Background: an optimization exercise with open tools, aiming at small area, a short achievable clock period and few clock cycles. Do not read the settings as production practice.
Function was checked by simulation only, so behaviour that the tests miss may differ from the original.
Power is estimated from default activity; no workload was simulated.

## autd3_cpu
module autd3_cpu (
    input  wire        clk,
    input  wire        rst,
    input  wire        frame_valid,
    input  wire        tick_valid,
    output wire        evt_ready,
    output reg  [6:0]  hdr_addr,
    input  wire [7:0]  hdr_data,
    output reg  [7:0]  bulk_addr,
    input  wire [15:0] bulk_data,
    output reg         bus_valid,
    output reg         bus_we,
    output reg  [2:0]  bus_bank,
    output reg  [13:0] bus_addr,
    output reg  [15:0] bus_wdata,
    input  wire        bus_ready,
    input  wire [15:0] bus_rdata,
    input  wire [63:0] dc_now,
    input  wire [63:0] dc_next_start,
    input  wire [63:0] dc_period,
    output reg  [15:0] tx_ack
);
    localparam [63:0] SYNC_GUARD = 64'd200000;
    localparam [1:0] MODE_FULL       = 2'd0;
    localparam [1:0] MODE_PHASE_FULL = 2'd1;
    localparam [1:0] MODE_PHASE_HALF = 2'd2;
    reg s_idle;                 
    reg s_h0, s_h1, s_h2, s_h3;                       
  ...
Settings: LEC_CHECK=0, CAP_MARGIN=20, CORE_MARGIN=2, CORE_UTILIZATION=55, CTS_BUF_LIST=sky130_fd_sc_hd__clkbuf_8, CTS_CLUSTER_SIZE=25, PLACE_DENSITY=0.7, SETUP_SLACK_MARGIN=5, SLEW_MARGIN=20; clock period 9.0 ns.
standard.sh (not shown) runs the stock make flow with config.mk's settings and CLKGATE_MAP_FILE= SYNTH_SCRIPT=/design/flow/synth_recipe.tcl, a recipe that flattens the netlist after the stock synthesis.
==> flow/flow/run.sh <==
#!/bin/bash
# Standard layout, with the port buffers made from sky130_fd_sc_hd__buf_1
# instead of the delay cell buffer_ports picks by default, and timing repair
# aiming at a setup slack of 5.75 ns.
set -euo pipefail
bash standard.sh "BUFFER_PORTS_ARGS=-buffer_cell sky130_fd_sc_hd__buf_1" SETUP_SLACK_MARGIN=5.75 finish > standard_flow.log 2>&1
Testbench counts at the start, summed over its fixed seeds: cycles 64,513.
Next try:
==> flow/flow/run.sh (replaced) <==
#!/bin/bash
# Standard layout, with the port buffers made from sky130_fd_sc_hd__buf_1
# instead of the delay cell buffer_ports picks by default, and timing repair
# aiming at a setup slack of 5.8 ns.
set -euo pipefail
bash standard.sh "BUFFER_PORTS_ARGS=-buffer_cell sky130_fd_sc_hd__buf_1" SETUP_SLACK_MARGIN=5.8 finish > standard_flow.log 2>&1
--- a/flow/config.mk
+++ b/flow/config.mk
@@ -10 +10 @@
-export CORE_UTILIZATION = 55
+export CORE_UTILIZATION = 60
@@ -13 +13 @@
-export PLACE_DENSITY = 0.7
+export PLACE_DENSITY = 0.72
Result: Setup slack loses 0.027 ns. Final cell count came out lower by about 2%. Sequential cell count stays the same.
Next try:
--- a/flow/config.mk
+++ b/flow/config.mk
@@ -10 +10 @@
-export CORE_UTILIZATION = 60
+export CORE_UTILIZATION = 55
@@ -13 +13 @@
-export PLACE_DENSITY = 0.72
+export PLACE_DENSITY = 0.7
=> The new run finished with timing, DRC and antenna clean. Worst setup slack is better by 0.026 ns. Clock skew is lower by 0.0040 ns. Design area stays flat.
Next try:
==> flow/flow/run.sh (replaced) <==
#!/bin/bash
# Standard layout, with the port buffers made from sky130_fd_sc_hd__buf_1
# instead of the delay cell buffer_ports picks by default, and timing repair
# aiming at a setup slack of 5.85 ns.
set -euo pipefail
bash standard.sh "BUFFER_PORTS_ARGS=-buffer_cell sky130_fd_sc_hd__buf_1" SETUP_SLACK_MARGIN=5.85 finish > standard_flow.log 2>&1
Effect: This time the run finished but fails on max-capacitance violations, max-slew violations; clock power increases by a few percent; worst setup slack degrades by 0.010 ns; register-to-register slack is about the same; utilization increases by 0.95 points.


## v42
Another version of the RTL of autd3_cpu (not shown whole).
Size: about 2300 cells after synthesis.
Settings: LEC_CHECK=0, CAP_MARGIN=20, CORE_MARGIN=2, CORE_UTILIZATION=40, PLACE_DENSITY=0.6, SETUP_SLACK_MARGIN=5, SLEW_MARGIN=20; clock period 9.0 ns.
run.sh (not shown) runs the stock make flow with config.mk's settings and CLKGATE_MAP_FILE= SYNTH_SCRIPT=/design/flow/synth_recipe.tcl, a recipe that flattens the netlist after the stock synthesis.
Stock flow here: none of the scripts above is used.
Testbench counts of v42, summed over its fixed seeds: cycles 64,321.
Relative to v42, the following input files were edited for v18:
==> flow/flow/run.sh (new file) <==
#!/bin/bash
# Standard layout, with the port buffers made from sky130_fd_sc_hd__buf_1
# instead of the delay cell buffer_ports picks by default.
set -euo pipefail
bash standard.sh "BUFFER_PORTS_ARGS=-buffer_cell sky130_fd_sc_hd__buf_1" finish > standard_flow.log 2>&1
==> flow/standard.sh (new file) <==
#!/bin/bash
# synth_recipe.tcl (not shown) runs the flow's synth.tcl, then flattens the netlist and writes it again
# the make line also repeats each setting of config.mk as NAME=value (left out here)
make -C /OpenROAD-flow-scripts/flow DESIGN_CONFIG=/design/flow/config.mk WORK_HOME=/design/flow/orfs CLKGATE_MAP_FILE= SYNTH_SCRIPT=/design/flow/synth_recipe.tcl "${@:-finish}"
removed: flow/run.sh
Findings:
Worst setup slack in v18 is 11 ps higher than in v42. Of the two values seen for critical-path cell with the highest stage delay, nand3b_1 was produced by v42 and a311oi_1 by v18. Max arrival time of the worst setup path across v42 and v18: v18. v18 vs. v42: routing usage on met2 shows a reduction of 2.8 points; tightest hold margin shows an increase of 10 ps; final cycle utilization of the critical path shows no meaningful change. Of v42 and v18, the run reporting the higher final non-filler cell area was v42. Diff v18..v42 | number of optimization iterations in the first detailed-route pass | unchanged.
The following lists how v32 was set up differently from v18:
==> flow/flow/run.sh <==
#!/bin/bash
# Standard layout, with the port buffers made from sky130_fd_sc_hd__buf_1
# instead of the delay cell buffer_ports picks by default, and timing repair
# aiming at a setup slack of 5.6 ns.
set -euo pipefail
bash standard.sh "BUFFER_PORTS_ARGS=-buffer_cell sky130_fd_sc_hd__buf_1" SETUP_SLACK_MARGIN=5.6 finish > standard_flow.log 2>&1
==> comparison <==
- In v32, the routed wire length came out about 1.3% above the value in v18.
- Changes observed in v32 relative to v18: pin count of the biggest net entering global routing saw an increase, final worst setup slack saw an increase.
### v32 -> v20
==> flow/flow/run.sh <==
#!/bin/bash
# Standard layout, with the port buffers made from sky130_fd_sc_hd__buf_1
# instead of the delay cell buffer_ports picks by default, and timing repair
# aiming at a setup slack of 5.75 ns.
set -euo pipefail
bash standard.sh "BUFFER_PORTS_ARGS=-buffer_cell sky130_fd_sc_hd__buf_1" SETUP_SLACK_MARGIN=5.75 finish > standard_flow.log 2>&1
v20 and v32 ended up with nearly the same peak clock frequency supported by timing. Share of total power in combinational logic, v20 and v32: higher on v32. v20 went all the way through synthesis, placement and routing and the layout is clean on timing, DRC and antenna. Taking v32 as the reference, in v20 worst hold slack has decreased; wire length on met3 did not really move. Diff v32 -> v20: number of non-clock buffers in the layout went up; number of cell instances on the worst register-to-register path went down; average wire per cell in the routed design did not really move.

[port drivers added, routing unchanged]
How much do the figures lean on ideal ports? The routed layouts below were timed once more, with nothing changed but the port constraints. Step 1, drivers: a clkbuf_16 drives clk and a buf_2 each remaining input, both assumed. Step 2 adds t to the input delays and takes it off the output delays; t is the mean of the earliest and latest rising clock arrival at the registers after step 1. Input paths then give back, and output paths get back, about the clock's delay inside the block. a / b / c = ideal / step 1 / step 2; a / b = the first two.
| run | t (ns) | slack for setup (ns) | worst setup path at the end | slew at the worst register clock pin (ns) |
|---|---|---|---|---|
| the first run of note 1 | 0.656 | 5.739 / 5.720 / 5.122 | input to register | 0.07 / 0.07 |
| the second run of note 1 | 0.647 | 5.712 / 5.712 / 5.105 | input to register | 0.07 / 0.07 |
| the third run of note 1 | 0.695 | 5.737 / 5.737 / 5.166 | input to register | 0.06 / 0.06 |
| the fourth run of note 1 | 0.677 | 5.727 / 5.743 / 5.066 | input to register | 0.07 / 0.07 |
| v42 | 0.632 | 5.040 / 5.040 / 4.476 | input to register | 0.07 / 0.07 |
| v18 | 0.623 | 5.051 / 5.051 / 4.540 | input to register | 0.07 / 0.07 |
| v32 | 0.633 | 5.633 / 5.668 / 5.035 | input to register | 0.07 / 0.07 |
| v20 | 0.632 | 5.630 / 5.630 / 5.201 | input to register | 0.07 / 0.07 |
For the fourth run of note 1, which loses most, drivers alone change the setup slack by +0.016 ns; drivers and shift together by -0.661 ns.
